From an optimization exercise on the open Yosys and OpenROAD flow, aimed at small area; shortcuts taken in it are not production practice.
The RTL was checked by simulation tests, not by an equivalence proof against the original design.
Power and IR drop assume default switching activity.

==> design.v <==
module mc_spe (
    input  wire        clk,
    input  wire        rst,
    input  wire        tick,
    input  wire [1:0]  cfg_label,
    input  wire        cfg_in4,
    input  wire        cfg_out4,
    input  wire        rx_valid,
    input  wire [7:0]  rx_data,
    output wire        tx_valid,
    output wire [7:0]  tx_data,
    input  wire        tx_fail,
    output wire        drain_req,
    input  wire        drain_done,
    input  wire        drain_ok,
    output wire        rts,
    output wire        dtr,
    output wire        dsr,
    output wire        st_valid,
    output wire [31:0] st_mem,
    output wire [31:0] st_route,
    output wire [3:0]  st_in,
    output wire [3:0]  st_out,
    output wire        st_power,
    input  wire        req_valid,
    input  wire [2:0]  req_len,
    input  wire [31:0] req_chars,
    output wire        req_accept,
    output wire        log_valid,
    output wire [2:0]  log_code,
    output wire        err_write,
    output wire        err_drain,
    output wire        err_qfull,
    output wire        cfg_fault
);
    reg top_q;       
    reg out4_q;
    reg fault_q;
    reg pend_q;      
    wire label_ok = cfg_label[1] ^ cfg_label[0];
    always @(posedge clk) begin
        if (rst) begin
            top_q   <= cfg_label[1];
            out4_q  <= cfg_out4;
            fault_q <= !label_ok;
        end
        pend_q <= rst && !label_ok;
    end
    wire active = !fault_q && !rst;
    reg  [3:0] rx_cnt;
    wire rx_en     = rx_valid && active;
    wire rx_marker = (rx_data == {6'b011000, top_q, !top_q});
    wire install   = rx_en && rx_marker && (rx_cnt == 4'd13);
    wire rx_wr     = rx_en && !rx_marker;
    always @(posedge clk) begin
        if (rst)
            rx_cnt <= 4'd15;
        else if (rx_en) begin
            if (rx_marker)
                rx_cnt <= 4'd0;
            else if (rx_cnt != 4'd15)
                rx_cnt <= rx_cnt + 4'd1;
        end
    end
    wire       rx_hi0 = (rx_data[7:4] == 4'd0);
    wire [7:0] rx_pn  = (rx_hi0 && rx_data[3:0] == 4'd8) ? 8'd4 :
                        (rx_hi0 && rx_data[3:0] == 4'd4) ? 8'd3 : rx_data;
    wire [7:0] rx_pnm = out4_q ? rx_pn : 8'd0;
    reg [7:0] sh_mem0, sh_mem1, sh_mem2, sh_mem3;
    reg [7:0] sh_rte0, sh_rte1, sh_rte2, sh_rte3;
    reg [7:0] sh_flags;
    reg       sh_power;
    always @(posedge clk) begin
        if (rx_wr) begin
            case (rx_cnt)
                4'd0: sh_mem0  <= ~rx_pn;
                4'd1: sh_mem1  <= ~rx_pn;
                4'd2: sh_mem2  <= ~rx_pnm;
                4'd3: sh_mem3  <= ~rx_pnm;
                4'd4: sh_rte0  <= ~rx_pn;
                4'd5: sh_rte1  <= ~rx_pn;
                4'd6: sh_rte2  <= ~rx_pnm;
                4'd7: sh_rte3  <= ~rx_pnm;
                4'd8: sh_flags <= ~{rx_data[7:4], out4_q ? rx_data[3:0] : 4'd0};
                4'd9: sh_power <= (rx_data == 8'd0);
                default: ;
            endcase
        end
    end
    reg        st_valid_q;
    reg [31:0] st_mem_q, st_route_q;
    reg [3:0]  st_in_q, st_out_q;
    reg        st_power_q;
    always @(posedge clk) begin
        if (rst) begin
            st_valid_q <= 1'b0;
            st_mem_q   <= 32'd0;
            st_route_q <= 32'd0;
            st_in_q    <= 4'd0;
            st_out_q   <= 4'd0;
            st_power_q <= 1'b0;
        end else if (install) begin
            st_valid_q <= 1'b1;
            st_mem_q   <= ~{sh_mem3, sh_mem2, sh_mem1, sh_mem0};
            st_route_q <= ~{sh_rte3, sh_rte2, sh_rte1, sh_rte0};
            st_in_q    <= ~{sh_flags[4], sh_flags[5], sh_flags[6], sh_flags[7]};
            st_out_q   <= ~{sh_flags[0], sh_flags[1], sh_flags[2], sh_flags[3]};
            st_power_q <= !sh_power;
        end
    end
    assign st_valid = st_valid_q;
    assign st_mem   = st_mem_q;
    assign st_route = st_route_q;
    assign st_in    = st_in_q;
    assign st_out   = st_out_q;
    assign st_power = st_power_q;
    reg  [15:0] q_ent [0:3];
    reg  [1:0]  q_head;
    reg  [2:0]  q_count;
    wire q_full    = q_count[2];
    wire len_ok    = !(req_len[2] && (req_len[1] || req_len[0]));
    wire req_legal = req_valid && active && len_ok;
    wire push      = req_legal && !q_full;
    wire qfull_err = req_legal && q_full;
    assign req_accept = push;
    wire [3:0] in_len = {req_len[2],
                         req_len[2] || (req_len[1] && req_len[0]),
                         req_len[2] || req_len[1],
                         req_len != 3'd0};
    wire [15:0] new_ent;
    wire [3:0]  new_nz;
    genvar j;
    generate
        for (j = 0; j < 4; j = j + 1) begin : g_enc
            wire [7:0] c = req_chars[8*j +: 8];
            wire dig = in_len[j] && (c[7:4] == 4'h3) && (c[3:0] != 4'd0) &&
                       !(c[3] && (c[2] || c[1]));
            assign new_ent[4*j +: 4] = dig ? c[3:0] : 4'd0;
            assign new_nz[j] = dig;
        end
    endgenerate
    wire [1:0] q_tail = q_head + q_count[1:0];
    always @(posedge clk) begin
        if (push)
            q_ent[q_tail] <= ~new_ent;
    end
    wire [3:0] s_nz [0:3];
    wire [3:0] s_has;
    genvar s;
    generate
        for (s = 0; s < 4; s = s + 1) begin : g_slot
            for (j = 0; j < 4; j = j + 1) begin : g_nz
                assign s_nz[s][j] = (q_ent[s][4*j +: 4] != 4'hF);
            end
            assign s_has[s] = (s_nz[s] != 4'd0);
        end
    endgenerate
    wire new_has = (new_nz != 4'd0);
    wire [3:0] v_has;
    genvar k;
    generate
        for (k = 0; k < 4; k = k + 1) begin : g_view
            wire [1:0] slot = q_head + k;
            assign v_has[k] = (k < q_count) ? s_has[slot] :
                              (k == q_count) ? (push && new_has) : 1'b0;
        end
    endgenerate
    wire [1:0] pick    = v_has[0] ? 2'd0 : v_has[1] ? 2'd1 : v_has[2] ? 2'd2 : 2'd3;
    wire       pick_ok = (v_has != 4'd0);
    wire [2:0]  v_count  = q_count + {2'd0, push};
    reg         busy;
    reg         load;
    reg  [5:0]  pre;
    reg  [3:0]  ph;
    reg  [1:0]  idx;
    reg  [15:0] cur;
    reg         dd_q, dok_q;
    reg         err_write_q, err_drain_q, err_qfull_q;
    reg         log_valid_q;
    reg  [1:0]  log_c;
    wire seq_tick = tick && active;
    wire pre_end  = (pre == 6'd49);
    wire waiting  = (ph == 4'd15);
    wire drain_seen = dd_q || drain_done;
    wire drain_good = drain_done ? drain_ok : dok_q;
    wire step_end = seq_tick && busy && waiting && drain_seen;
    wire advance  = seq_tick && (!busy || (waiting && drain_seen));
    wire cont  = step_end && (cur[15:4] != 12'd0);
    wire take  = advance && !cont;
    wire shift = cont || (busy && !load && (cur[3:0] == 4'd0));
    always @(posedge clk) begin
        if (rst) begin
            q_head  <= 2'd0;
            q_count <= 3'd0;
        end else if (take) begin
            q_head  <= q_head + pick + 2'd1;
            q_count <= pick_ok ? v_count - {1'b0, pick} - 3'd1 : 3'd0;
        end else begin
            q_count <= v_count;
        end
    end
    wire [1:0] q_prev = q_head - 2'd1;
    wire emit = seq_tick && busy && pre_end;
    assign tx_valid  = emit && ph[3] && (ph[2] ? (ph[1:0] == 2'd0) : (ph[1:0] != 2'd0));
    assign drain_req = emit && (ph == 4'd14);
    wire [4:0] cmd = {1'b0, idx, 2'b00} + {1'b0, cur[3:0]} - 5'd1;
    assign tx_data = (ph[1:0] == 2'd1) ? {3'b000, cmd} :
                     (ph[1:0] == 2'd2) ? {3'b111, ~cmd} :
                     (ph[1:0] == 2'd3) ? 8'hD5 : 8'h7B;
    always @(posedge clk) begin
        if (rst)
            busy <= 1'b0;
        else if (advance)
            busy <= cont || pick_ok;
        load <= take && pick_ok;
        if (advance) begin
            pre <= 6'd0;
            ph  <= 4'd0;
        end else if (seq_tick && busy && !waiting) begin
            if (pre_end) begin
                pre <= 6'd0;
                ph  <= ph + 4'd1;
            end else begin
                pre <= pre + 6'd1;
            end
        end
        if (load) begin
            cur <= ~q_ent[q_prev];
            idx <= 2'd0;
        end else if (shift) begin
            cur <= {4'd0, cur[15:4]};
            idx <= idx + 2'd1;
        end
        dd_q <= !drain_req && (drain_done || dd_q);
        if (drain_done)
            dok_q <= drain_ok;
    end
    wire write_err = tx_valid && tx_fail;
    wire drain_err = step_end && !drain_good;
    always @(posedge clk) begin
        if (rst) begin
            err_write_q <= 1'b0;
            err_drain_q <= 1'b0;
            err_qfull_q <= 1'b0;
            log_valid_q <= 1'b0;
        end else begin
            if (write_err) err_write_q <= 1'b1;
            if (drain_err) err_drain_q <= 1'b1;
            if (qfull_err) err_qfull_q <= 1'b1;
            log_valid_q <= pend_q || write_err || drain_err || qfull_err;
        end
        log_c <= {drain_err || (qfull_err && !write_err),
                  write_err || (qfull_err && !drain_err)};
    end
    assign rts       = 1'b0;
    assign dtr       = !fault_q;
    assign dsr       = !fault_q;
    assign log_valid = log_valid_q;
    assign log_code  = {!(log_c[1] || log_c[0]), log_c};
    assign err_write = err_write_q;
    assign err_drain = err_drain_q;
    assign err_qfull = err_qfull_q;
    assign cfg_fault = fault_q;
endmodule
==> config.mk <==
export PLATFORM = sky130hd
export DESIGN_NAME = mc_spe
export DESIGN_NICKNAME = mc_spe
export VERILOG_FILES = /design/flow/design.v
export SDC_FILE = /design/flow/constraint.sdc
export NUM_CORES = 4
export LEC_CHECK = 0
export CAP_MARGIN = 20
export CORE_MARGIN = 2
export CORE_UTILIZATION = 60
export CTS_BUF_LIST = sky130_fd_sc_hd__clkbuf_8
export CTS_CLUSTER_DIAMETER = 60
export CTS_CLUSTER_SIZE = 16
export PLACE_DENSITY = 0.7
export SLEW_MARGIN = 20
==> standard.sh <==
#!/bin/bash
# synth_recipe.tcl (not shown) runs the flow's synth.tcl, then flattens the netlist and writes it again
# the make line also repeats each setting of config.mk as NAME=value (left out here)
make -C /OpenROAD-flow-scripts/flow DESIGN_CONFIG=/design/flow/config.mk WORK_HOME=/design/flow/orfs CLKGATE_MAP_FILE= SYNTH_SCRIPT=/design/flow/synth_recipe.tcl "${@:-finish}"
==> flow/run.sh <==
#!/bin/bash
# The standard layout (standard synthesis unchanged), with the port buffers
# made from the smallest buffer cell instead of the one the resizer picks,
# and clock tree synthesis without dummy loads.
set -euo pipefail
bash standard.sh \
  "BUFFER_PORTS_ARGS=-buffer_cell sky130_fd_sc_hd__buf_1" \
  "CTS_ARGS=-sink_clustering_enable -repair_clock_nets -sink_clustering_size 16 -sink_clustering_max_diameter 60 -buf_list sky130_fd_sc_hd__clkbuf_8 -dont_use_dummy_load" \
  finish > standard_flow.log 2>&1
==> constraint.sdc <==
create_clock -name core_clock -period 10.0 [get_ports {clk}]
set_input_delay 2.0000 -clock core_clock [delete_from_list [all_inputs] [get_ports {clk}]]
set_output_delay 2.0000 -clock core_clock [all_outputs]
set_load 0.01 [all_outputs]
==> flow_summary.toml, run 1 <==
[min_path]
worstHoldEndpoint = "st_out_q[0]"
worst_min_delay_path_class = "reg2reg"
worst_hold_startpoint = "sh_flags[3]"
worstHoldPathCells = 1

[placed_design]
place_congestion = 0.8254
placement.io_buffers = 148
detailedPlace.worstSlack_ps = 4170
detailedPlacementHpwl_mm = 15.36

[power_and_ir_drop]
vdd_ir_max_v = 0.0001064
power_density_mw_per_mm2 = 154.5
cellLeakagePower_nw = 3.782

[sta]
final_period_minus_worst_setup_slack_ps = 5836
maxClockFrequency_mhz = 171.3
timing_hold_violations_final = 0
timing.max_slew.rel_slack_pct = 35.79
tightestPinTransition_ps = 963.1
final-max-slew-violation-count = 0
skew_ps = 68.56
finalSetupViolations = 0
post-route-worst-setup-slack_ps = 4164
rsz0062_at_grt = "no"
post-route-period-util_pct = 58.36
totalNegativeSetupSlack_ps = 0

[clock_tree]
cts_hold_buf = 0
worst_skew_pair_later_pin_latency_ps = 530
cts-htree-levels = 1
cts_sinks = 262
post_cts.repair.setup_buffers = 0
post_cts_resize_count = 0
cts_made_buffers = 20
cts_tree = "built"
ctsRootBufferMaster = "clkbuf_8"
clock_tree.buffer_depth = 3
clk_pin_slew_worst_paths_ps = 100

[run]
number_of_max_cap_violations = 0

[global_routing]
first_global_vias = 6540
largest_net_degree_at_the_start_of_global_routing = 95
grt_pass1_wl_mm = 33.24
antenna_found_initial = 0
grt_use_total_pct = 23.01
global_route.overflow_total = 0

[critical_path]
worst-r2r-setup-slack_ps = 6870
capture_instance_of_the_worst_register_to_register_path = "q_count[2]"
worst_path_slowest_cell = "nor2_1"
critical_path.max_stage_delay_ps = 600
crit_path_end_kind = "primary output"
critical_path_class = "in2out"
timing.critical_path.required_ps = 8000
timing.critical_path.fanout_max = 94
timing.rr.start = "q_ent[1][2]"
worst_ep_arrival_time_ps = 3840
crit_path_cell_trace = "buf_2 -> buf_4 -> nor2_1 -> nand4_1 -> inv_2 -> buf_1"
worstSetupStartpointType = "input port"
r2r_cells = 11

[route]
wl_per_cell_um = 18.25
post-route-drc-count = 0
drt-initial-drc-count = 577
final_wirelength_mm = 21.60
final_antenna_net_count = 0
vias_per_cell = 5.825
detail_route.first_pass.iterations = 5
num_vias = 6897

[synthesis]
seq_area_frac_synth_pct = 65.15
leading_register_cell_type_out_of_synthesis = "edfxtp_1"
synth.net_count = 903
syn_inst = 824
flop_and_latch_count_out_of_synthesis = 262
synth-warning-count = 1
synth_top_area_share_pct = 44.84
synth-edff-count = 156
synthTopCellsByArea = "edfxtp_1, dfxtp_1, a211oi_1"
synthesis.area_mm2 = 0.01045
post-synth-top-area-cell = "edfxtp_1"
async_reset_ff_share_pct = 0
synth.lib_cells_used.distinct = 71
syn_avg_cell_area_um2 = 12.68

[floorplanning]
floorplan.io_pins = 151
die_y_um = 136.0
die_x_um = 136.0
floorplan.initialDensity_pct = 60.82
placeableCoreArea_mm2 = 0.01718
floorplan.die_area_mm2 = 0.01848
floorplan_row_count = 48

[finish]
multi_input_gate_area_mm2 = 0.003354
layout-area-overhead-vs-synth_pct = 9.605
n_fill_cell = 1347
insertedDiodeCount = 0
area.sequential_mm2 = 0.006807
final_nets = 1040
layout-drive-gt1-share_pct = 6.986

[run_status]
outcome = "timing/DRC/antenna clean"
==> where the power goes <==
group	leakage [nW]	switching, mW	internal (mW)	total [mW]
Sequential	2.35	0.0112	1.15	1.16
Combinational	1.29	0.0732	0.0469	0.120
Clock	0.144	0.304	0.180	0.485
Total	3.78	0.389	1.38	1.77
==> layout by cell type (no fill, tap or decap), types with 5 or more instances in the layout <==
master and instances:
a211oi_1 76, a21oi_1 26, and2_1 11, buf_1 147, buf_4 9, clkbuf_8 20
dfxtp_1 106, edfxtp_1 156, ha_1 22, inv_1 28, mux2i_1 5, mux4_2 16
nand2_1 41, nand2b_1 5, nand3_1 18, nand4_1 19, nor2_1 128, nor2b_1 7
nor3_1 5, nor4_1 14, o21ai_0 7, o21ai_1 6, xnor2_1 11, xor2_1 7
==> final cells by class <==
class	count	area share [%]
timing repair buffer	157	5.452
multi-input combinational	491	29.29
sequential	262	59.44
inverter	29	0.9506
clock buffer	20	2.404
tap	225	2.458
==> layer usage <==
layer | vias up | wire, µm | track usage (%)
met1 | 3305 | 9472 | 32.16
met5 | - | 0 | 0
met4 | 0 | 345 | 5.498
met2 | 266 | 10350 | 38.13
met3 | 40 | 1437 | 3.840
li1 | 3286 | - | -
==> cell families after synthesis <==
kind of cell / count (synthesis) / share of synthesized area, %
buf+inv: 71 / 2.886
compound gates: 142 / 9.617
simple gates: 282 / 13.50
other cells: 1 / 0.03589
flops: 262 / 65.15
mux: 24 / 4.287
fa+ha+maj: 24 / 3.018
xor+xnor: 18 / 1.509
==> worst max path at each step <==
stage                     startpoint          to  slack [ps]  depth (start not counted)
after CTS                        rst  req_accept        4170                          6
after global placement           rst  req_accept        4230                          6
after global routing             rst    tx_valid        3990                          7
after detailed placement         rst  req_accept        4170                          6
final                            rst  req_accept        4160                          6
after floorplan                  rst   drain_req        5030                          5
==> critical path: cells and delay by family <==
| family | cells | cell delay [ps] |
|---|---|---|
| AND/OR/NAND/NOR | 2 | 910 |
| buffers and inverters | 4 | 910 |
==> cell usage after synthesis, types with 11 or more instances <==
cell type	count
mux4_2	16
inv_1	28
edfxtp_1	156
xnor2_1	11
nand3_1	18
ha_1	22
nand4_1	19
nor2_1	128
a21oi_1	26
a211oi_1	76
and2_1	11
nand2_1	41
dfxtp_1	106
nor4_1	14
clkbuf_1	34
==> through the flow <==
| stage | power (mW) | hold slack (ps) | utilization, % | instances | cell area, µm² |
|---|---|---|---|---|---|
| 2_1_floorplan | 1.268 | 406.1 | - | 824 | 10450 |
| 3_3_place_gp | 1.300 | 408.6 | 65.06 | 1164 | 11180 |
| 3_5_place_dp | 1.308 | 412.1 | 65.06 | 1164 | 11180 |
| 4_1_cts | 1.783 | 423.6 | 66.67 | 1184 | 11450 |
| 5_1_grt | 1.832 | 439.8 | 66.67 | 1184 | 11450 |
| 6_report | 1.769 | 422.8 | 66.67 | 1184 | 11450 |
==> registers in the layout (all words and copies together) (netlist names), 3 cells and up <==
name        count
sh_rte0         8
st_mem_q       32
sh_mem3         8
sh_rte2         8
sh_mem0         8
st_out_q        4
rx_cnt          4
st_route_q     32
pre             6
sh_mem2         8
sh_rte1         8
st_in_q         4
ph              4
sh_mem1         8
cur            16
sh_flags        8
q_ent          64
q_count         3
sh_rte3         8
==> run 2: changes to the inputs <==
==> config.mk (replaced) <==
export PLATFORM = sky130hd
export DESIGN_NAME = mc_spe
export DESIGN_NICKNAME = mc_spe
export VERILOG_FILES = /design/flow/design.v
export SDC_FILE = /design/flow/constraint.sdc
export NUM_CORES = 4
export LEC_CHECK = 0
export CAP_MARGIN = 5
export CORE_MARGIN = 2
export CORE_UTILIZATION = 60
export PLACE_DENSITY = 0.7
export SLEW_MARGIN = 5
==> run 2 against run 1 <==
Combinational power is essentially flat. Largest cell class unchanged. Power is the same. Fmax is the same. Clock power is essentially flat. Die area is the same. Sequential power is essentially flat. Area after synthesis is the same. Via count is the same. Largest power group unchanged. Clock skew is the same. Count of clock-buffer cells in the layout is the same. First-iteration DRC count is the same. Cell area is the same.
==> flow_summary.toml, run 2 <==
[run_status]
outcome = "timing/DRC/antenna clean"

[clock_tree]
ctsRootBufferMaster = "clkbuf_8"
clk_pin_slew_worst_paths_ps = 100
clock_tree.buffer_depth = 3
post_cts_resize_count = 0
worst_skew_pair_later_pin_latency_ps = 530
cts-htree-levels = 1
cts_made_buffers = 20
cts_hold_buf = 0
cts_tree = "built"
post_cts.repair.setup_buffers = 0
cts_sinks = 262

[route]
final_antenna_net_count = 0
vias_per_cell = 5.825
detail_route.first_pass.iterations = 5
num_vias = 6897
wl_per_cell_um = 18.25
drt-initial-drc-count = 577
final_wirelength_mm = 21.60
post-route-drc-count = 0

[synthesis]
async_reset_ff_share_pct = 0
syn_avg_cell_area_um2 = 12.68
flop_and_latch_count_out_of_synthesis = 262
synthTopCellsByCount = "edfxtp_1, nor2_1, dfxtp_1"
synth.net_count = 903
synth_top_area_share_pct = 44.84
yosys.cell_count.top_type = "edfxtp_1"
synthesis.area_mm2 = 0.01045
seq_area_frac_synth_pct = 65.15
syn_inst = 824
post-synth-top-area-cell = "edfxtp_1"
synth.lib_cells_used.distinct = 71
leading_register_cell_type_out_of_synthesis = "edfxtp_1"
synth-edff-count = 156
synthTopCellsByArea = "edfxtp_1, dfxtp_1, a211oi_1"
synth-warning-count = 1

[floorplanning]
floorplan_row_count = 48
placeableCoreArea_mm2 = 0.01718
floorplan.initialDensity_pct = 60.82
die_y_um = 136.0
floorplan.io_pins = 151
die_x_um = 136.0
floorplan.die_area_mm2 = 0.01848

[placed_design]
placement.cell_area_mm2 = 0.01118
detailedPlace.worstSlack_ps = 4170
detailedPlacementHpwl_mm = 15.36
place_congestion = 0.8254
placement.io_buffers = 148

[critical_path]
timing.critical_path.required_ps = 8000
worst-r2r-setup-slack_ps = 6870
worstSetupStartpointType = "input port"
critical_path.max_stage_delay_ps = 600
timing.rr.start = "q_ent[1][2]"
crit_path_cell_trace = "buf_2 -> buf_4 -> nor2_1 -> nand4_1 -> inv_2 -> buf_1"
critical_path_class = "in2out"
setup.worst_path.start = "rst"
timing.critical_path.fanout_max = 94
worst_ep_arrival_time_ps = 3840
capture_instance_of_the_worst_register_to_register_path = "q_count[2]"
r2r_cells = 11
crit_path_end_kind = "primary output"
worst_path_slowest_cell = "nor2_1"
worstSetupEndpoint = "req_accept"

[min_path]
worst_min_delay_path_class = "reg2reg"

[power_and_ir_drop]
p_int_mw = 1.380
power.share.sequential_pct = 65.8
comb_power_share_pct = 6.8
power_density_mw_per_mm2 = 154.5
cellLeakagePower_nw = 3.782
net-switching-power_uw = 388.8
power.share.switching_pct = 21.98
vdd_ir_max_v = 0.0001064
power.share.clock_pct = 27.4

[global_routing]
grt_pass1_wl_mm = 33.24
antenna_found_initial = 0
first_global_vias = 6540
grt_use_total_pct = 23.01
global_route.overflow_total = 0
largest_net_degree_at_the_start_of_global_routing = 95

[finish]
final_nets = 1040
layout_top_registers = "q_ent x64, st_mem_q x32, st_route_q x32"
layout-drive-gt1-share_pct = 6.986
layout-area-overhead-vs-synth_pct = 9.605
leading_cell_type_in_the_layout_fill_and_taps_excluded = "edfxtp_1"
n_fill_cell = 1347
layout.cells.most_common_list = "edfxtp_1, buf_1, nor2_1"
insertedDiodeCount = 0
stdcell_area_mm2 = 0.01145
registers.top_by_ff_count = "q_ent"
largest_register_ffs = 64

[sta]
rsz0062_at_grt = "no"
post-route-period-util_pct = 58.36
final-max-slew-violation-count = 0
maxClockFrequency_mhz = 171.3
timing.max_slew.rel_slack_pct = 35.79
skew_ps = 68.56
tightestPinTransition_ps = 963.1
totalNegativeSetupSlack_ps = 0
post-route-worst-setup-slack_ps = 4164
finalSetupViolations = 0
final_period_minus_worst_setup_slack_ps = 5836
timing_hold_violations_final = 0

[run]
number_of_max_cap_violations = 0
[run 2: cell counts after synthesis]
Identical to the previous run, type by type.
[run 2: layout make-up]
| class | instances | area (µm²) | area share [%] |
|---|---|---|---|
| clock buffer | 20 | 275.3 | 2.404 |
| inverter | 29 | 108.9 | 0.9506 |
| multi-input combinational | 491 | 3354 | 29.29 |
| sequential | 262 | 6807 | 59.44 |
| tap | 225 | 281.5 | 2.458 |
| timing repair buffer | 157 | 624.3 | 5.452 |
[run 2: metrics by stage]
step / instances / hold WS (ps) / util (%) / power, mW
final: 1184 / 422.8 / 66.67 / 1.769
after global routing: 1184 / 439.8 / 66.67 / 1.832
after CTS: 1184 / 423.6 / 66.67 / 1.783
after detailed placement: 1164 / 412.1 / 65.06 / 1.308
after global placement: 1164 / 408.6 / 65.06 / 1.300
after floorplan: 824 / 406.1 / - / 1.268
[run 2: worst min-delay path by stage]
stage,from,endpoint,depth (start not counted)
CTS,sh_flags[3],st_out_q[0],1
floorplan,sh_flags[7],st_in_q[0],1
finish,sh_flags[3],st_out_q[0],1
global route,sh_flags[7],st_in_q[0],1
detailed placement,sh_mem0[1],st_mem_q[1],1
global placement,sh_rte3[6],st_route_q[30],1
[run 2: layer usage]
layer,routed length (µm),GRT usage (%),vias to the layer above
li1,-,-,3286
met1,9472,32.16,3305
met2,10350,38.13,266
met3,1437,3.840,40
met4,345,5.498,0
met5,0,0,-
[run 2: kinds of logic after synthesis]
family,after synthesis,share of synthesized area (%)
xor gates and xnor gates,18,1.509
and+or+nand+nor,282,13.50
other,1,0.03589
adders and majority gates,24,3.018
buffers and inverters,71,2.886
AOI/OAI and AO/OA,142,9.617
DFF,262,65.15
muxes,24,4.287
[run 2: power by group through the flow]
stage	sequential, mW	clock (mW)	combinational [mW]
2_1_floorplan	1.18	0	0.0838
6_report	1.16	0.485	0.120
4_1_cts	1.16	0.498	0.120
3_3_place_gp	1.19	0	0.113
5_1_grt	1.17	0.533	0.134
3_5_place_dp	1.19	0	0.119
[run 2: critical path, delay by kind of cell]
family | cells | cell delay, ps
buffers and inverters | 4 | 910
AND/OR/NAND/NOR | 2 | 910
==> run 3: changes to the inputs <==
==> flow/run.sh (replaced) <==
#!/bin/bash
# The standard layout (standard synthesis unchanged), with the port buffers
# made from the smallest buffer cell instead of the one the resizer picks,
# clock tree synthesis without dummy loads, and logic cells that synthesis
# sized up given back their smallest drive strength after floorplan.
set -euo pipefail
bash standard.sh \
  "BUFFER_PORTS_ARGS=-buffer_cell sky130_fd_sc_hd__buf_1" \
  "CTS_ARGS=-sink_clustering_enable -repair_clock_nets -sink_clustering_size 16 -sink_clustering_max_diameter 60 -buf_list sky130_fd_sc_hd__clkbuf_8 -dont_use_dummy_load" \
  "POST_FLOORPLAN_TCL=$PWD/flow/downsize.tcl" \
  finish > standard_flow.log 2>&1
==> flow/downsize.tcl (new file) <==
# After floorplan: give every logic cell that synthesis sized up the
# smallest-area cell of the same function (same name but drive strength).
# Placement's repair_design and the later timing repair size cells up again
# where slew, capacitance or timing need it.
set db [ord::get_db]
set block [ord::get_db_block]
set n 0
foreach inst [$block getInsts] {
  set master [$inst getMaster]
  set name [$master getName]
  if { ![regexp {^sky130_fd_sc_hd__([a-z0-9]+)_([0-9]+)$} $name -> base drv] } { continue }
  # registers keep their cells; buffers and inverters are left to the resizer
  if { [regexp {^(df|edf|sdf|dl|buf|clk|inv|conb|tap|fill|decap)} $base] } { continue }
  set best $master
  set best_area [expr { [$master getWidth] * [$master getHeight] }]
  foreach d {0 1 2 4 6 8 12 16} {
    set m [$db findMaster "sky130_fd_sc_hd__${base}_${d}"]
    if { $m eq "NULL" || $m eq "" } { continue }
    set a [expr { [$m getWidth] * [$m getHeight] }]
    if { $a < $best_area } { set best $m; set best_area $a }
  }
  if { $best ne $master } {
    $inst swapMaster $best
    incr n
  }
}
puts "downsize: $n cells given a smaller drive strength"
--- a/config.mk
+++ b/config.mk
@@ -5,8 +5,11 @@
 export SDC_FILE = /design/flow/constraint.sdc
 export NUM_CORES = 4
 export LEC_CHECK = 0
-export CAP_MARGIN = 5
+export CAP_MARGIN = 20
 export CORE_MARGIN = 2
 export CORE_UTILIZATION = 60
+export CTS_BUF_LIST = sky130_fd_sc_hd__clkbuf_8
+export CTS_CLUSTER_DIAMETER = 60
+export CTS_CLUSTER_SIZE = 16
 export PLACE_DENSITY = 0.7
-export SLEW_MARGIN = 5
+export SLEW_MARGIN = 20
==> run 3 against run 2 <==
Still clean on timing, DRC and antenna. First-iteration DRC count fell by 10%. Clock power barely moved. Cell area fell by 0.71%. Area after synthesis did not move. Non-clock buffer count did not move. Fmax rose by 0.90%. Setup slack improved by 52 ps. Hold slack got worse by 16 ps. Clock skew fell by 3.8 ps. Sequential share of layout area rose by 0.44 points. Largest cell class unchanged.
==> flow_summary.toml, run 3 <==
[run_status]
outcome = "timing/DRC/antenna clean"

[synthesis]
seq_area_frac_synth_pct = 65.15
synthTopCellsByCount = "edfxtp_1, nor2_1, dfxtp_1"
synthTopCellsByArea = "edfxtp_1, dfxtp_1, a211oi_1"
post-synth-top-area-cell = "edfxtp_1"
synthesis.area_mm2 = 0.01045
synth-edff-count = 156
flop_and_latch_count_out_of_synthesis = 262
leading_register_cell_type_out_of_synthesis = "edfxtp_1"
synth.net_count = 903
syn_avg_cell_area_um2 = 12.68
synth_top_area_share_pct = 44.84
syn_inst = 824
yosys.cell_count.top_type = "edfxtp_1"
synth.lib_cells_used.distinct = 71
async_reset_ff_share_pct = 0
synth-warning-count = 1

[power_and_ir_drop]
power_density_mw_per_mm2 = 155.3
vdd_ir_max_v = 0.0001225
power.share.sequential_pct = 66.1
cellLeakagePower_nw = 3.751
p_int_mw = 1.378
power.share.switching_pct = 21.93
power.share.clock_pct = 27.5
net-switching-power_uw = 387.3
comb_power_share_pct = 6.4

[finish]
layout_top_registers = "q_ent x64, st_mem_q x32, st_route_q x32"
largest_register_ffs = 64
layout.cells.most_common_list = "edfxtp_1, buf_1, nor2_1"
finalCoreUtilization_pct = 66.19
layout-drive-gt1-share_pct = 5.527
leading_cell_type_in_the_layout_fill_and_taps_excluded = "edfxtp_1"
final_nets = 1040
multi_input_gate_area_mm2 = 0.003269
layout-area-overhead-vs-synth_pct = 8.827
n_fill_cell = 1355
registers.top_by_ff_count = "q_ent"
area.sequential_mm2 = 0.006808

[clock_tree]
ctsRootBufferMaster = "clkbuf_8"
cts_made_buffers = 20
cts_hold_buf = 0
worst_skew_pair_later_pin_latency_ps = 530
clk_pin_slew_worst_paths_ps = 100
cts_tree = "built"
post_cts_resize_count = 0
cts_sinks = 262
cts-htree-levels = 1
post_cts.repair.setup_buffers = 0
clock_tree.buffer_depth = 3

[sta]
finalHoldWorstSlack_ps = 407.2
rsz0062_at_grt = "no"
final_period_minus_worst_setup_slack_ps = 5784
post-route-period-util_pct = 57.84
skew_ps = 64.80
timing.max_slew.rel_slack_pct = 33.87
finalSetupViolations = 0
totalNegativeSetupSlack_ps = 0
maxClockFrequency_mhz = 172.9
final-max-slew-violation-count = 0
tightestPinTransition_ps = 992.0
timing_hold_violations_final = 0

[global_routing]
first_global_vias = 6466
largest_net_degree_at_the_start_of_global_routing = 99
antenna_found_initial = 2
grt_use_total_pct = 23.37
grt_pass1_wl_mm = 33.71
global_route.overflow_total = 0

[floorplanning]
floorplan.io_pins = 151
die_x_um = 136.0
placeableCoreArea_mm2 = 0.01718
floorplan_row_count = 48
die_y_um = 136.0
floorplan.die_area_mm2 = 0.01848
floorplan.initialDensity_pct = 60.82

[run]
number_of_max_cap_violations = 0

[route]
num_vias = 6924
detail_route.first_pass.iterations = 5
final_wirelength_mm = 21.70
post-route-drc-count = 0
vias_per_cell = 5.843
final_antenna_net_count = 0
drt-initial-drc-count = 519
wl_per_cell_um = 18.31

[critical_path]
worst_path_slowest_cell = "nor2_1"
crit_path_end_kind = "primary output"
worstSetupStartpointType = "input port"
critical_path.max_stage_delay_ps = 570
crit_path_cell_trace = "buf_2 -> buf_4 -> nor2_1 -> nand4_1 -> inv_2 -> buf_1"
critical_path_class = "in2out"
worst_ep_arrival_time_ps = 3780
timing.critical_path.required_ps = 8000
timing.critical_path.fanout_max = 94

[min_path]
worst_min_delay_path_class = "reg2reg"

[placed_design]
placement.io_buffers = 148
detailedPlacementHpwl_mm = 15.35
place_congestion = 0.8057
run 3: layer usage:
metal	track usage [%]	part of all wire (%)	wire length, µm	up-vias
met1	33.81	44	9651	3335
met3	3.878	6.7	1459	37
met2	37.46	47	10210	250
met4	5.671	1.7	374	2
met5	0	0.046	10	-
li1	-	-	-	3300
run 3: final timing paths:
path,from,to,slack (ps),cells past startpoint
setup / recovery,rst,req_accept,4220,6
hold / removal,sh_flags[0],st_out_q[3],410,1
setup reg to reg,q_ent[1][0],q_count[1],7080,10
hold reg to reg,sh_flags[0],st_out_q[3],410,1
run 3: metrics by stage:
stage | area [µm²] | power, mW | cells | setup slack (ps)
6_report | 11370 | 1.766 | 1185 | 4216
5_1_grt | 11370 | 1.834 | 1184 | 4028
4_1_cts | 11370 | 1.778 | 1184 | 4206
3_5_place_dp | 11090 | 1.305 | 1164 | 4209
3_3_place_gp | 11090 | 1.298 | 1164 | 4263
2_1_floorplan | 10450 | 1.268 | 824 | 5027
run 3: layout make-up:
cell class | instances | area share [%]
multi-input combinational | 491 | 28.76
clock buffer | 20 | 2.421
antenna | 1 | 0.02201
sequential | 262 | 59.88
tap | 225 | 2.476
inverter | 29 | 0.9574
timing repair buffer | 157 | 5.491
run 3: logic make-up after synthesis:
| kind of cell | share of synthesized area, % |
|---|---|
| AO/OA/AOI/OAI | 9.617 |
| adder cells (fa/ha/maj) | 3.018 |
| buffers and inverters | 2.886 |
| AND/OR/NAND/NOR | 13.50 |
| other | 0.03589 |
| flip-flops | 65.15 |
| multiplexers | 4.287 |
| XOR/XNOR | 1.509 |
run 3: power groups by stage:
stage	clock network, mW	registers, mW	logic, mW
after global placement	0	1.19	0.107
after CTS	0.498	1.17	0.114
after floorplan	0	1.18	0.0838
after detailed placement	0	1.19	0.114
final	0.485	1.17	0.114
after global routing	0.537	1.17	0.127
run 3: critical path, delay by kind of cell:
kind,cells,cell delay (ps)
buffers and inverters,4,880
and+or+nand+nor,2,880
==> run 4: changes to the inputs <==
==> flow/run.sh (replaced) <==
#!/bin/bash
# The standard layout (standard synthesis unchanged), with:
#  - the port buffers made from the smallest buffer cell,
#  - the logic between registers remapped for area after floorplan
#    (restructure.tcl), then logic cells given their smallest drive strength
#    (downsize.tcl); placement and the timing repairs size up where needed,
#  - clock tree synthesis with clkbuf_8 clusters and no dummy loads.
set -euo pipefail
export FLOW_WORK=$PWD
python3 flow/mark_dont_use.py "$FLOW_HOME/platforms/sky130hd/lib/sky130_fd_sc_hd__tt_025C_1v80.lib" dont_use.lib > mark_dont_use.log 2>&1
bash standard.sh \
  "BUFFER_PORTS_ARGS=-buffer_cell sky130_fd_sc_hd__buf_1" \
  "CTS_ARGS=-sink_clustering_enable -repair_clock_nets -sink_clustering_size 16 -sink_clustering_max_diameter 60 -buf_list sky130_fd_sc_hd__clkbuf_8 -dont_use_dummy_load" \
  "POST_FLOORPLAN_TCL=$PWD/flow/restructure.tcl" \
  finish > standard_flow.log 2>&1
==> flow/mark_dont_use.py (new file) <==
# Copy the platform library, marking dont_use the cells the platform's
# DONT_USE_CELLS lists (the probe and lpflow cells).
import re, sys
src, dst = sys.argv[1], sys.argv[2]
txt = open(src).read()
pat = re.compile(r'(cell\s*\(\s*"?(sky130_fd_sc_hd__(?:probe\w*|lpflow_\w+))"?\s*\)\s*\{)')
txt, n = pat.subn(lambda m: m.group(1) + '\n        dont_use : true;', txt)
open(dst, 'w').write(txt)
print(f"marked {n} cells dont_use")
==> flow/restructure.tcl (new file) <==
# After floorplan: remap the logic between the registers for area with
# OpenROAD's restructure (ABC), using a copy of the platform library in which
# the cells on DONT_USE_CELLS are marked dont_use.  Registers are untouched.
set tielo [lindex $::env(TIELO_CELL_AND_PORT) 0]
set tielo_port [get_name [get_property [lindex [get_lib_cell $tielo] 0] library]]/$tielo/[lindex $::env(TIELO_CELL_AND_PORT) 1]
set tiehi [lindex $::env(TIEHI_CELL_AND_PORT) 0]
set tiehi_port [get_name [get_property [lindex [get_lib_cell $tiehi] 0] library]]/$tiehi/[lindex $::env(TIEHI_CELL_AND_PORT) 1]
report_design_area
file mkdir $::env(RESULTS_DIR)/restructure
# a second pass finds a little more
foreach pass {1 2} {
  restructure -liberty_file $::env(FLOW_WORK)/dont_use.lib -target area \
    -tiehi_port $tiehi_port -tielo_port $tielo_port \
    -work_dir $::env(RESULTS_DIR)/restructure \
    -abc_logfile $::env(RESULTS_DIR)/restructure/abc_$pass.log
  report_design_area
}
source $::env(FLOW_WORK)/flow/downsize.tcl
report_design_area
==> run 4 against run 3 <==
Combinational power shrank 27%. Register-to-register slack lost 960 ps. Hold slack better by 3.6 ps. Count of clock-buffer cells in the layout is the same. Critical path type unchanged. Critical endpoint is now tx_valid. Largest cell class unchanged. Highest routed layer is now met4.
==> flow_summary.toml, run 4 <==
[placed_design]
detailedPlacementHpwl_mm = 14.24
place_congestion = 0.8496
placement.io_buffers = 148

[global_routing]
global_route.overflow_total = 0
largest_net_degree_at_the_start_of_global_routing = 85
grt_use_total_pct = 22.54
first_global_vias = 6229
grt_pass1_wl_mm = 32.58
antenna_found_initial = 0

[route]
drt-initial-drc-count = 721
final_wirelength_mm = 21.45
detail_route.first_pass.iterations = 6
num_vias = 6841
final_antenna_net_count = 0
wl_per_cell_um = 18.51
vias_per_cell = 5.903
post-route-drc-count = 0

[synthesis]
syn_avg_cell_area_um2 = 12.68
post-synth-top-area-cell = "edfxtp_1"
synth.lib_cells_used.distinct = 71
synthTopCellsByArea = "edfxtp_1, dfxtp_1, a211oi_1"
syn_inst = 824
yosys.cell_count.top_type = "edfxtp_1"
synthTopCellsByCount = "edfxtp_1, nor2_1, dfxtp_1"
synth-warning-count = 1
synth.net_count = 903
async_reset_ff_share_pct = 0
seq_area_frac_synth_pct = 65.15
synth_top_area_share_pct = 44.84
flop_and_latch_count_out_of_synthesis = 262
synthesis.area_mm2 = 0.01045
leading_register_cell_type_out_of_synthesis = "edfxtp_1"
synth-edff-count = 156

[floorplanning]
floorplan.initialDensity_pct = 60.82
floorplan.io_pins = 151
die_y_um = 136.0
floorplan_row_count = 48
floorplan.die_area_mm2 = 0.01848
die_x_um = 136.0
placeableCoreArea_mm2 = 0.01718

[sta]
finalSetupViolations = 0
final-max-slew-violation-count = 0
final_period_minus_worst_setup_slack_ps = 5844
finalHoldWorstSlack_ps = 410.8
rsz0062_at_grt = "no"
maxClockFrequency_mhz = 171.1
post-route-period-util_pct = 58.44
tightestPinTransition_ps = 992.5
skew_ps = 28.66
timing.max_slew.rel_slack_pct = 33.74
timing_hold_violations_final = 0
totalNegativeSetupSlack_ps = 0

[critical_path]
capture_instance_of_the_worst_register_to_register_path = "q_count[1]"
cp_num_cells = 7
crit_path_end_kind = "primary output"
worst_path_slowest_cell = "nor2_1"
worst-r2r-setup-slack_ps = 6120
crit_buf_inv = 2
critical_path.max_stage_delay_ps = 500
worstSetupStartpointType = "input port"
timing.critical_path.fanout_max = 9
critical-path-top-delay-family = "simple AND/OR/NAND/NOR gates"
crit_path_cell_trace = "buf_1 -> nor2_1 -> nand3_1 -> nand4b_1 -> nor2_1 -> o311a_1 -> buf_1"
timing.rr.start = "q_head[0]"
r2r_cells = 9
critical_path_class = "in2out"
timing.critical_path.required_ps = 8000
worst_ep_arrival_time_ps = 3840

[min_path]
worstHoldEndpoint = "st_route_q[16]"
worstHoldPathCells = 1
worst_min_delay_path_class = "reg2reg"
worst_hold_startpoint = "sh_rte2[0]"

[finish]
layout-drive-gt1-share_pct = 3.747
registers.top_by_ff_count = "q_ent"
leading_cell_type_in_the_layout_fill_and_taps_excluded = "edfxtp_1"
insertedDiodeCount = 0
final_nets = 991
layout_top_registers = "q_ent x64, st_mem_q x32, st_route_q x32"
largest_register_ffs = 64
layout.cells.most_common_list = "edfxtp_1, buf_1, dfxtp_1"
finalCoreUtilization_pct = 62.82
layout-area-overhead-vs-synth_pct = 3.281

[power_and_ir_drop]
finalPower_mw = 1.730
power_density_mw_per_mm2 = 160.3
vdd_ir_max_v = 0.00009537
cellLeakagePower_nw = 3.409

[clock_tree]
clock_tree.buffer_depth = 3
post_cts.repair.setup_buffers = 0
cts_made_buffers = 20
post_cts_resize_count = 0
cts_tree = "built"
cts-htree-levels = 1
cts_sinks = 262
ctsRootBufferMaster = "clkbuf_8"
clk_pin_slew_worst_paths_ps = 100
cts_hold_buf = 0
worst_skew_pair_later_pin_latency_ps = 520

[run]
number_of_max_cap_violations = 0

[run_status]
outcome = "timing/DRC/antenna clean"
==> run 4: cell count changes in the layout (fill, tap and decap cells not counted), sizes merged, moves of 12 or more <==
cell,delta
nor2,-81
o21ai,+81
a211oi,-74
a21oi,+61
clkinv,+39
inv,-28
o221ai,+27
ha,-22
mux4,-16
a32o,+12
==> run 4: power by group <==
part           internal (mW)  total, mW  switching (mW)
clock network          0.180      0.488           0.307
logic                 0.0285     0.0833          0.0548
registers               1.15       1.16          0.0102
total                   1.36       1.73           0.372
==> run 4: per-stage QoR <==
stage	setup WS [ps]	instance area, µm²	cells
4_1_cts	4151	10780	1159
6_report	4156	10790	1159
3_5_place_dp	4157	10510	1139
2_1_floorplan	5027	10450	824
3_3_place_gp	4185	10480	1138
5_1_grt	3954	10790	1159
==> run 4: final cells by class <==
| class | count | area (µm²) |
|---|---|---|
| sequential | 262 | 6807 |
| multi-input combinational | 456 | 2639 |
| fill | 1405 | 6386 |
| clock buffer | 20 | 275.3 |
| inverter | 40 | 152.6 |
| tap | 225 | 281.5 |
| timing repair buffer | 156 | 635.6 |
==> run 4: worst reg2reg max path: stages (launching register included) <==
cell	delay, ps
dfxtp_1	980
clkinv_1	960
nor3_1	420
a31oi_1	70
o22ai_1	270
a21o_1	160
o221ai_1	210
a31o_1	290
or2_0	220
a211oi_1	230
==> run 4: worst max path at each step <==
stage / start / endpoint / slack [ps]
floorplan: rst / drain_req / 5030
global placement: rst / tx_valid / 4190
detailed placement: rst / tx_valid / 4160
CTS: rst / tx_valid / 4150
global route: rst / tx_valid / 3950
finish: rst / tx_valid / 4160
==> run 4: cell families after synthesis <==
| kind of cell | count (synthesis) | synth area share (%) |
|---|---|---|
| compound gates | 142 | 9.617 |
| fa+ha+maj | 24 | 3.018 |
| simple gates | 282 | 13.50 |
| flops | 262 | 65.15 |
| buf+inv | 71 | 2.886 |
| mux | 24 | 4.287 |
| other cells | 1 | 0.03589 |
| xor+xnor | 18 | 1.509 |
==> run 4: per-layer routing <==
metal  share of wire (%)  global-route usage (%)  vias up  wire [µm]
met5                   0                       0        -          0
met4                 2.2                   6.250        0        478
met3                 6.6                   3.393       39       1409
met2                  48                   37.71      252      10220
met1                  44                   30.94     3231       9341
li1                    -                       -     3319          -
==> run 5: changes to the inputs <==
--- a/flow/run.sh
+++ b/flow/run.sh
@@ -10,6 +10,6 @@
 python3 flow/mark_dont_use.py "$FLOW_HOME/platforms/sky130hd/lib/sky130_fd_sc_hd__tt_025C_1v80.lib" dont_use.lib > mark_dont_use.log 2>&1
 bash standard.sh \
   "BUFFER_PORTS_ARGS=-buffer_cell sky130_fd_sc_hd__buf_1" \
-  "CTS_ARGS=-sink_clustering_enable -repair_clock_nets -sink_clustering_size 16 -sink_clustering_max_diameter 60 -buf_list sky130_fd_sc_hd__clkbuf_8 -dont_use_dummy_load" \
+  "CTS_ARGS=-sink_clustering_enable -repair_clock_nets -sink_clustering_size 20 -sink_clustering_max_diameter 70 -buf_list sky130_fd_sc_hd__clkbuf_8 -dont_use_dummy_load" \
   "POST_FLOORPLAN_TCL=$PWD/flow/restructure.tcl" \
   finish > standard_flow.log 2>&1
==> run 5 against run 4 <==
Still clean. First-iteration DRC count shrank 3.7%. Final cell count fell by 0.26%. Routed wire length about the same. Sequential share of layout area grew 0.24 points. Critical path depth did not move. Via count rose by 0.63%. Highest routed layer unchanged.
==> flow_summary.toml, run 5 <==
[critical_path]
r2r_cells = 9
crit_path_end_kind = "primary output"
critical-path-top-delay-family = "simple AND/OR/NAND/NOR gates"
crit_path_cell_trace = "buf_1 -> nor2_1 -> nand3_1 -> nand4b_1 -> nor2_1 -> o311a_1 -> buf_1"
cp_num_cells = 7
worstSetupStartpointType = "input port"
critical_path.max_stage_delay_ps = 480
critical_path_class = "in2out"
worst_ep_arrival_time_ps = 3810
worst_path_slowest_cell = "nor2_1"
timing.critical_path.fanout_max = 9
crit_buf_inv = 2
timing.critical_path.required_ps = 8000

[sta]
post-route-period-util_pct = 58.14
timing_hold_violations_final = 0
timing.max_slew.rel_slack_pct = 31.87
final_period_minus_worst_setup_slack_ps = 5814
finalSetupViolations = 0
final-max-slew-violation-count = 0
rsz0062_at_grt = "no"
skew_ps = 62.55
maxClockFrequency_mhz = 172.0
totalNegativeSetupSlack_ps = 0
tightestPinTransition_ps = 1021

[synthesis]
synthesis.area_mm2 = 0.01045
synth-warning-count = 1
synth-edff-count = 156
async_reset_ff_share_pct = 0
flop_and_latch_count_out_of_synthesis = 262
synthTopCellsByCount = "edfxtp_1, nor2_1, dfxtp_1"
yosys.cell_count.top_type = "edfxtp_1"
seq_area_frac_synth_pct = 65.15
synth_top_area_share_pct = 44.84
syn_inst = 824
synth.lib_cells_used.distinct = 71
leading_register_cell_type_out_of_synthesis = "edfxtp_1"
syn_avg_cell_area_um2 = 12.68
synthTopCellsByArea = "edfxtp_1, dfxtp_1, a211oi_1"
post-synth-top-area-cell = "edfxtp_1"
synth.net_count = 903

[finish]
insertedDiodeCount = 0
largest_register_ffs = 64
layout_top_registers = "q_ent x64, st_mem_q x32, st_route_q x32"
leading_cell_type_in_the_layout_fill_and_taps_excluded = "edfxtp_1"
final_nets = 988
layout-drive-gt1-share_pct = 3.437
layout.cells.most_common_list = "edfxtp_1, buf_1, dfxtp_1"
layout-area-overhead-vs-synth_pct = 2.887
finished_layout_cells = 1156
registers.top_by_ff_count = "q_ent"

[global_routing]
antenna_found_initial = 0
first_global_vias = 6183
global_route.overflow_total = 0
grt_use_total_pct = 22.50
largest_net_degree_at_the_start_of_global_routing = 85
grt_pass1_wl_mm = 32.44

[power_and_ir_drop]
vdd_ir_max_v = 0.00009839
power_density_mw_per_mm2 = 158.3
power.share.clock_pct = 27.0
comb_power_share_pct = 4.9
p_int_mw = 1.332
power.share.sequential_pct = 68.1
cellLeakagePower_nw = 3.387
power.share.switching_pct = 21.71
net-switching-power_uw = 369.6

[floorplanning]
floorplan.initialDensity_pct = 60.82
floorplan.die_area_mm2 = 0.01848
floorplan.io_pins = 151
floorplan_row_count = 48
die_x_um = 136.0
placeableCoreArea_mm2 = 0.01718
die_y_um = 136.0

[clock_tree]
worst_skew_pair_later_pin_latency_ps = 520
clock_tree.buffer_depth = 3
cts-htree-levels = 1
cts_made_buffers = 17
ctsRootBufferMaster = "clkbuf_8"
cts_tree = "built"
clk_pin_slew_worst_paths_ps = 110
post_cts.repair.setup_buffers = 0
cts_sinks = 262
cts_hold_buf = 0
post_cts_resize_count = 0

[route]
drt-initial-drc-count = 694
vias_per_cell = 5.955
post-route-drc-count = 0
detail_route.first_pass.iterations = 6
final_wirelength_mm = 21.45
wl_per_cell_um = 18.56
num_vias = 6884
final_antenna_net_count = 0

[placed_design]
placement.io_buffers = 148
placed_cells_incl_taps = 1139
place_congestion = 0.8496
detailedPlacementHpwl_mm = 14.24

[min_path]
worstHoldPathCells = 1
worst_min_delay_path_class = "reg2reg"

[run]
number_of_max_cap_violations = 0

[run_status]
outcome = "timing/DRC/antenna clean"
run 5: layout make-up:
type | instances | area [µm²]
Fill cell | 1404 | 6427
Multi-Input combinational cell | 456 | 2639
Inverter | 40 | 152.6
Clock buffer | 17 | 234.0
Tap cell | 225 | 281.5
Sequential cell | 262 | 6807
Timing Repair Buffer | 156 | 635.6
run 5: path summary, 6_finish.rpt:
| kind | slack [ps] | startpoint | to |
|---|---|---|---|
| max reg2reg | 6010 | q_head[0] | q_count[1] |
| min reg2reg | 420 | sh_mem3[2] | st_mem_q[26] |
| min | 420 | sh_mem3[2] | st_mem_q[26] |
| max | 4190 | rst | tx_valid |
run 5: per-layer routing:
metal / up-vias / global-route usage, % / part of all wire, %
met5: - / 0 / 0
met4: 0 / 5.787 / 1.9
met3: 36 / 3.169 / 7.4
met2: 269 / 37.71 / 48
met1: 3262 / 31.19 / 43
li1: 3317 / - / -
run 5: stage by stage:
step	setup slack [ps]	util [%]	cell area [µm²]	power (mW)	hold WS, ps
after floorplan	5027	-	10450	1.268	406.1
after global placement	4185	61.01	10480	1.264	402.1
final	4186	62.58	10750	1.702	423.4
after detailed placement	4157	61.18	10510	1.266	408.7
after CTS	4151	62.54	10740	1.715	424.4
after global routing	3954	62.58	10750	1.760	429.5
run 5: cell families after synthesis:
logic type	synth area share, %
AOI/OAI and AO/OA	9.617
and+or+nand+nor	13.50
other	0.03589
buffers and inverters	2.886
DFF	65.15
adders and majority gates	3.018
muxes	4.287
xor gates and xnor gates	1.509
run 5: power groups by stage:
stage,sequential (mW),clock [mW],combinational (mW)
floorplan,1.18,0,0.0838
global placement,1.18,0,0.0812
detailed placement,1.18,0,0.0830
CTS,1.16,0.473,0.0832
global route,1.16,0.506,0.0930
finish,1.16,0.459,0.0831
==> run 6: changes to the inputs <==
--- a/flow/run.sh
+++ b/flow/run.sh
@@ -10,6 +10,6 @@
 python3 flow/mark_dont_use.py "$FLOW_HOME/platforms/sky130hd/lib/sky130_fd_sc_hd__tt_025C_1v80.lib" dont_use.lib > mark_dont_use.log 2>&1
 bash standard.sh \
   "BUFFER_PORTS_ARGS=-buffer_cell sky130_fd_sc_hd__buf_1" \
-  "CTS_ARGS=-sink_clustering_enable -repair_clock_nets -sink_clustering_size 20 -sink_clustering_max_diameter 70 -buf_list sky130_fd_sc_hd__clkbuf_8 -dont_use_dummy_load" \
+  "CTS_ARGS=-sink_clustering_enable -repair_clock_nets -sink_clustering_size 16 -sink_clustering_max_diameter 60 -buf_list sky130_fd_sc_hd__clkbuf_8 -dont_use_dummy_load" \
   "POST_FLOORPLAN_TCL=$PWD/flow/restructure.tcl" \
   finish > standard_flow.log 2>&1
--- a/flow/restructure.tcl
+++ b/flow/restructure.tcl
@@ -7,13 +7,10 @@
 set tiehi_port [get_name [get_property [lindex [get_lib_cell $tiehi] 0] library]]/$tiehi/[lindex $::env(TIEHI_CELL_AND_PORT) 1]
 report_design_area
 file mkdir $::env(RESULTS_DIR)/restructure
-# a second pass finds a little more
-foreach pass {1 2} {
-  restructure -liberty_file $::env(FLOW_WORK)/dont_use.lib -target area \
-    -tiehi_port $tiehi_port -tielo_port $tielo_port \
-    -work_dir $::env(RESULTS_DIR)/restructure \
-    -abc_logfile $::env(RESULTS_DIR)/restructure/abc_$pass.log
-  report_design_area
-}
+restructure -liberty_file $::env(FLOW_WORK)/dont_use.lib -target area \
+  -tiehi_port $tiehi_port -tielo_port $tielo_port \
+  -work_dir $::env(RESULTS_DIR)/restructure \
+  -abc_logfile $::env(RESULTS_DIR)/restructure/abc.log
+report_design_area
 source $::env(FLOW_WORK)/flow/downsize.tcl
 report_design_area
==> run 6 against run 5 <==
Sequential power about the same. Core utilization is 0.17 points higher. Clock power rose by 7.6%. Via count up 0.87%. Register-to-register slack improved by 130 ps. Area after synthesis stayed put. Setup slack got worse by 7.1 ps. Final cell count is 0.95% higher. Count of clock-buffer cells in the layout increased by 3. Global-route usage rose by 0.29 points. Non-clock buffer count up 1. Largest cell class unchanged.
==> flow_summary.toml, run 6 <==
[run_status]
outcome = "timing/DRC/antenna clean"

[sta]
post-route-period-util_pct = 58.21
timing_hold_violations_final = 0
totalNegativeSetupSlack_ps = 0
timing.max_slew.rel_slack_pct = 31.30
finalSetupViolations = 0
final-max-slew-violation-count = 0
final_period_minus_worst_setup_slack_ps = 5821
skew_ps = 35.87
tightestPinTransition_ps = 1029
finalHoldWorstSlack_ps = 421.1
maxClockFrequency_mhz = 171.8
rsz0062_at_grt = "no"

[synthesis]
synth_simple_gate_area_share_pct = 13.50
synthAdderAreaFrac_pct = 3.018
synthesis.area_mm2 = 0.01045
muxShareOfSynthArea_pct = 4.287
seq_area_frac_synth_pct = 65.15
synthesized_area_fraction_occupied_by_ao_oa_aoi_and_oai_cells_pct = 9.617
synthTopCellsByArea = "edfxtp_1, dfxtp_1, a211oi_1"
yosys.cell_count.top_type = "edfxtp_1"
async_reset_ff_share_pct = 0
syn_avg_cell_area_um2 = 12.68
leading_register_cell_type_out_of_synthesis = "edfxtp_1"
flop_and_latch_count_out_of_synthesis = 262
synth-warning-count = 1
post-synth-top-area-cell = "edfxtp_1"
combinational_family_with_the_most_area_after_synthesis = "simple AND/OR/NAND/NOR gates"
synth.net_count = 903
synthTopCellsByCount = "edfxtp_1, nor2_1, dfxtp_1"
synth-edff-count = 156
synth_top_area_share_pct = 44.84
syn_inst = 824
yosys.area_share.xor_xnor_pct = 1.509
synth.lib_cells_used.distinct = 71

[finish]
stdcell_area_mm2 = 0.01078
layout-area-overhead-vs-synth_pct = 3.161
layout.cells.most_common_list = "edfxtp_1, buf_1, dfxtp_1"
layout-drive-gt1-share_pct = 3.715
n_fill_cell = 1365
multi_input_gate_area_mm2 = 0.002626
layout_top_registers = "q_ent x64, st_mem_q x32, st_route_q x32"
registers.top_by_ff_count = "q_ent"
largest_register_ffs = 64
finalCoreUtilization_pct = 62.75
final_nets = 999
leading_cell_type_in_the_layout_fill_and_taps_excluded = "edfxtp_1"
area.sequential_mm2 = 0.006807
finished_layout_cells = 1167
insertedDiodeCount = 0

[clock_tree]
clock_tree.buffer_depth = 3
cts_sinks = 262
cts-htree-levels = 1
post_cts_resize_count = 0
post_cts.repair.setup_buffers = 0
clk_pin_slew_worst_paths_ps = 90
cts_tree = "built"
worst_skew_pair_later_pin_latency_ps = 520
cts_hold_buf = 0
cts_made_buffers = 20
ctsRootBufferMaster = "clkbuf_8"

[power_and_ir_drop]
power_density_mw_per_mm2 = 161.2
cellLeakagePower_nw = 3.415
vdd_ir_max_v = 0.00009752

[global_routing]
antenna_found_initial = 0
largest_net_degree_at_the_start_of_global_routing = 148
grt_use_total_pct = 22.79
global_route.overflow_total = 0
grt_pass1_wl_mm = 33.04
first_global_vias = 6206

[floorplanning]
floorplan.initialDensity_pct = 60.82
die_x_um = 136.0
placeableCoreArea_mm2 = 0.01718
floorplan.io_pins = 151
die_y_um = 136.0
floorplan.die_area_mm2 = 0.01848
floorplan_row_count = 48

[critical_path]
worst_ep_arrival_time_ps = 3820
r2r_cells = 10
critical_path_class = "in2out"
worstSetupStartpointType = "input port"
timing.critical_path.fanout_max = 8
crit_path_end_kind = "primary output"
timing.critical_path.required_ps = 8000

[placed_design]
detailedPlacementHpwl_mm = 14.03
placed_cells_incl_taps = 1147
placement.cell_area_mm2 = 0.01050
placement.io_buffers = 148
place_congestion = 0.8208

[min_path]
worstHoldPathCells = 1
worst_min_delay_path_class = "reg2reg"

[route]
final_antenna_net_count = 0
final_wirelength_mm = 21.30
drt-initial-drc-count = 545
vias_per_cell = 5.950
num_vias = 6944
detail_route.first_pass.iterations = 6
post-route-drc-count = 0
wl_per_cell_um = 18.25

[run]
number_of_max_cap_violations = 0
==> run 6: changes by cell type in the layout (fill, tap and decap cells not counted), sizes merged, moves of 3 or more <==
| cell | delta |
|---|---|
| nand2 | +5 |
| clkinv | +3 |
| o21ai | +3 |
| clkbuf | +3 |
| a31oi | +3 |
| nand3 | -3 |
| nor2 | +3 |
==> run 6: where the power goes <==
| part | leakage, nW | switching (mW) | internal [mW] |
|---|---|---|---|
| Sequential | 2.32 | 0.00961 | 1.15 |
| Combinational | 0.948 | 0.0561 | 0.0285 |
| Clock | 0.144 | 0.313 | 0.180 |
==> run 6: kinds of logic after synthesis <==
kind of cell               Yosys count
xor gates and xnor gates            18
adders and majority gates           24
muxes                               24
AOI/OAI and AO/OA                  142
DFF                                262
buffers and inverters               71
and+or+nand+nor                    282
other                                1
==> run 6: stage by stage <==
step | total power [mW] | worst slack (ps)
after floorplan | 1.268 | 5027
after global routing | 1.802 | 4017
after CTS | 1.745 | 4175
final | 1.737 | 4179
after global placement | 1.266 | 4211
after detailed placement | 1.268 | 4195
==> run 6: final timing paths <==
| kind | start | end | slack [ps] |
|---|---|---|---|
| min reg2reg | sh_mem0[3] | st_mem_q[3] | 420 |
| min | sh_mem0[3] | st_mem_q[3] | 420 |
| max reg2reg | q_head[0] | q_count[2] | 6140 |
| max | rst | tx_valid | 4180 |
==> run 6: routing by layer <==
metal	up-vias	track usage, %	part of all wire [%]
li1	3337	-	-
met1	3284	31.46	43
met2	288	38.33	48
met3	35	3.244	7.3
met4	0	5.845	2.0
met5	-	0	0
==> run 6: layout make-up <==
cell class,instances,share of cell area (%)
Inverter,43,1.498
Sequential cell,262,63.15
Clock buffer,20,2.554
Timing Repair Buffer,157,5.816
Multi-Input combinational cell,460,24.37
Tap cell,225,2.612
==> run 6: critical path, stage by stage <==
cell and delay (ps):
buf_1 210, nor2_1 490, nand3_1 210, nand4b_1 330
nor2_1 180, o311a_1 230, buf_1 170
==> run 7: changes to the inputs <==
--- a/flow/run.sh
+++ b/flow/run.sh
@@ -10,6 +10,6 @@
 python3 flow/mark_dont_use.py "$FLOW_HOME/platforms/sky130hd/lib/sky130_fd_sc_hd__tt_025C_1v80.lib" dont_use.lib > mark_dont_use.log 2>&1
 bash standard.sh \
   "BUFFER_PORTS_ARGS=-buffer_cell sky130_fd_sc_hd__buf_1" \
-  "CTS_ARGS=-sink_clustering_enable -repair_clock_nets -sink_clustering_size 16 -sink_clustering_max_diameter 60 -buf_list sky130_fd_sc_hd__clkbuf_8 -dont_use_dummy_load" \
+  "CTS_ARGS=-sink_clustering_enable -repair_clock_nets -sink_clustering_size 18 -sink_clustering_max_diameter 65 -buf_list sky130_fd_sc_hd__clkbuf_8 -dont_use_dummy_load" \
   "POST_FLOORPLAN_TCL=$PWD/flow/restructure.tcl" \
   finish > standard_flow.log 2>&1
==> run 7 against run 6 <==
Critical path depth did not move. Still clean. Die area did not move. Area after synthesis did not move. Sequential power barely moved. Clock power fell by 5.7%. Setup slack got worse by 7.2 ps. Core utilization fell by 0.16 points. Routed wire length fell by 1.1%.
==> flow_summary.toml, run 7 <==
[run_status]
outcome = "timing/DRC/antenna clean"

[sta]
final-max-slew-violation-count = 0
rsz0062_at_grt = "no"
finalSetupViolations = 0
totalNegativeSetupSlack_ps = 0
post-route-period-util_pct = 58.29
maxClockFrequency_mhz = 171.6
finalHoldWorstSlack_ps = 419.8
final_period_minus_worst_setup_slack_ps = 5829
skew_ps = 36.27
tightestPinTransition_ps = 995.5
timing_hold_violations_final = 0
post-route-worst-setup-slack_ps = 4171
timing.max_slew.rel_slack_pct = 33.56

[floorplanning]
floorplan.initialDensity_pct = 60.82
floorplan.die_area_mm2 = 0.01848
floorplan_row_count = 48
die_x_um = 136.0
floorplan.io_pins = 151
placeableCoreArea_mm2 = 0.01718
die_y_um = 136.0

[clock_tree]
cts_hold_buf = 0
clock_tree.buffer_depth = 3
clk_pin_slew_worst_paths_ps = 110
ctsRootBufferMaster = "clkbuf_8"
cts_sinks = 262
cts_made_buffers = 18
cts-htree-levels = 1
worst_skew_pair_later_pin_latency_ps = 510
post_cts_resize_count = 0
post_cts.repair.setup_buffers = 0
cts_tree = "built"

[placed_design]
placement.io_buffers = 148
detailedPlacementHpwl_mm = 14.03
place_congestion = 0.8208
placed_cells_incl_taps = 1147
placement.cell_area_mm2 = 0.01050
detailedPlace.worstSlack_ps = 4195

[synthesis]
synthesis.area_mm2 = 0.01045
syn_avg_cell_area_um2 = 12.68
post-synth-top-area-cell = "edfxtp_1"
leading_register_cell_type_out_of_synthesis = "edfxtp_1"
synth-warning-count = 1
async_reset_ff_share_pct = 0
synth_top_area_share_pct = 44.84
synth.lib_cells_used.distinct = 71
synthTopCellsByCount = "edfxtp_1, nor2_1, dfxtp_1"
yosys.cell_count.top_type = "edfxtp_1"
syn_inst = 824
synthTopCellsByArea = "edfxtp_1, dfxtp_1, a211oi_1"
synth-edff-count = 156
seq_area_frac_synth_pct = 65.15
flop_and_latch_count_out_of_synthesis = 262
synth.net_count = 903

[power_and_ir_drop]
power.share.sequential_pct = 67.8
power.share.switching_pct = 21.56
finalPower_mw = 1.710
comb_power_share_pct = 4.9
p_int_mw = 1.341
cellLeakagePower_nw = 3.401
net-switching-power_uw = 368.7
power.share.clock_pct = 27.3
vdd_ir_max_v = 0.0001073
power_density_mw_per_mm2 = 159.1

[route]
post-route-drc-count = 0
detail_route.first_pass.iterations = 7
final_antenna_net_count = 0
vias_per_cell = 5.948
final_wirelength_mm = 21.06
drt-initial-drc-count = 606
wl_per_cell_um = 18.07
num_vias = 6930

[critical_path]
timing.critical_path.required_ps = 8000
timing.rr.start = "q_head[0]"
r2r_cells = 10
timing.critical_path.fanout_max = 8
critical_path_class = "in2out"
crit_path_end_kind = "primary output"
worst-r2r-setup-slack_ps = 6190
worstSetupEndpoint = "tx_valid"
worst_ep_arrival_time_ps = 3830
worstSetupStartpointType = "input port"
setup.worst_path.start = "rst"
capture_instance_of_the_worst_register_to_register_path = "q_count[2]"

[finish]
area.sequential_mm2 = 0.006807
leading_cell_type_in_the_layout_fill_and_taps_excluded = "edfxtp_1"
n_fill_cell = 1369
insertedDiodeCount = 0
stdcell_area_mm2 = 0.01075
finalCoreUtilization_pct = 62.59
multi_input_gate_area_mm2 = 0.002626
largest_register_ffs = 64
layout_top_registers = "q_ent x64, st_mem_q x32, st_route_q x32"
layout-drive-gt1-share_pct = 3.511
finished_layout_cells = 1165
registers.top_by_ff_count = "q_ent"
layout-area-overhead-vs-synth_pct = 2.898
layout.cells.most_common_list = "edfxtp_1, buf_1, dfxtp_1"
final_nets = 997

[global_routing]
largest_net_degree_at_the_start_of_global_routing = 148
first_global_vias = 6196
grt_use_total_pct = 22.58
antenna_found_initial = 0
global_route.overflow_total = 0
grt_pass1_wl_mm = 32.80

[min_path]
worst_min_delay_path_class = "reg2reg"

[run]
number_of_max_cap_violations = 0
[run 7: cell types whose count changed in the layout (fill, tap and decap cells not counted), sizes merged]
cell / change
clkbuf: -2
[run 7: how the worst min path moves through the flow]
stage / startpoint / endpoint / cells past startpoint
2_1_floorplan: sh_flags[7] / st_in_q[0] / 1
3_3_place_gp: sh_rte0[7] / st_route_q[7] / 1
3_5_place_dp: sh_mem0[3] / st_mem_q[3] / 1
4_1_cts: sh_rte0[4] / st_route_q[4] / 1
5_1_grt: sh_mem2[1] / st_mem_q[17] / 1
6_report: sh_rte3[7] / st_route_q[31] / 1
[run 7: layer usage]
layer	share of wire [%]	up-vias	global-route usage (%)
li1	-	3329	-
met1	43	3289	31.13
met4	2.1	0	6.019
met3	6.9	36	3.169
met5	0	-	0
met2	48	276	37.93
[run 7: critical path, cell delays in order]
cell and delay (ps):
buf_1 210, nor2_1 490, nand3_1 210, nand4b_1 330, nor2_1 180, o311a_1 230
buf_1 170
[run 7: layout make-up]
cell class	instances	area share, %
Timing Repair Buffer	157	5.831
Tap cell	225	2.619
Sequential cell	262	63.31
Multi-Input combinational cell	460	24.43
Clock buffer	18	2.304
Inverter	43	1.501
[run 7: cells by family after synthesis]
group	Yosys count	share of synthesized area [%]
muxes	24	4.287
DFF	262	65.15
other	1	0.03589
buffers and inverters	71	2.886
xor gates and xnor gates	18	1.509
AOI/OAI and AO/OA	142	9.617
and+or+nand+nor	282	13.50
adders and majority gates	24	3.018
[run 7: power groups by stage]
stage / Combinational [mW] / Sequential, mW / Clock (mW)
after floorplan: 0.0838 / 1.18 / 0
after global placement: 0.0828 / 1.18 / 0
after detailed placement: 0.0843 / 1.18 / 0
after CTS: 0.0847 / 1.16 / 0.482
after global routing: 0.0955 / 1.16 / 0.517
final: 0.0846 / 1.16 / 0.466

[separate check: timing with driven ports]
No port has a modelled driver above. Below, the same layouts with a new extraction and two added sets of constraints. Step 1, drivers: a clkbuf_16 drives clk and a buf_2 each remaining input, both assumed. Step 2 also shifts input and output timing later by t, the mid clock arrival at the registers, as if the neighbouring blocks saw the same clock. Three values: ideal ports, drivers, drivers and shift; two values: the first two.
run | t (ns) | setup slack, ns | latest minus earliest clock arrival (ns) | cell pins on the clock port's net
run 1 | 0.538 | 4.164 / 4.145 / 4.145 | 0.069 / 0.069 | 1
run 2 | 0.538 | 4.164 / 4.145 / 4.145 | 0.069 / 0.069 | 1
run 3 | 0.542 | 4.216 / 4.196 / 4.196 | 0.068 / 0.068 | 1
run 4 | 0.546 | 4.156 / 4.134 / 4.134 | 0.030 / 0.031 | 1
run 5 | 0.526 | 4.186 / 4.164 / 4.164 | 0.063 / 0.062 | 1
run 6 | 0.547 | 4.179 / 4.157 / 4.157 | 0.038 / 0.038 | 1
run 7 | 0.536 | 4.171 / 4.151 / 4.151 | 0.037 / 0.037 | 1
After both steps setup and hold are still met in every run listed.
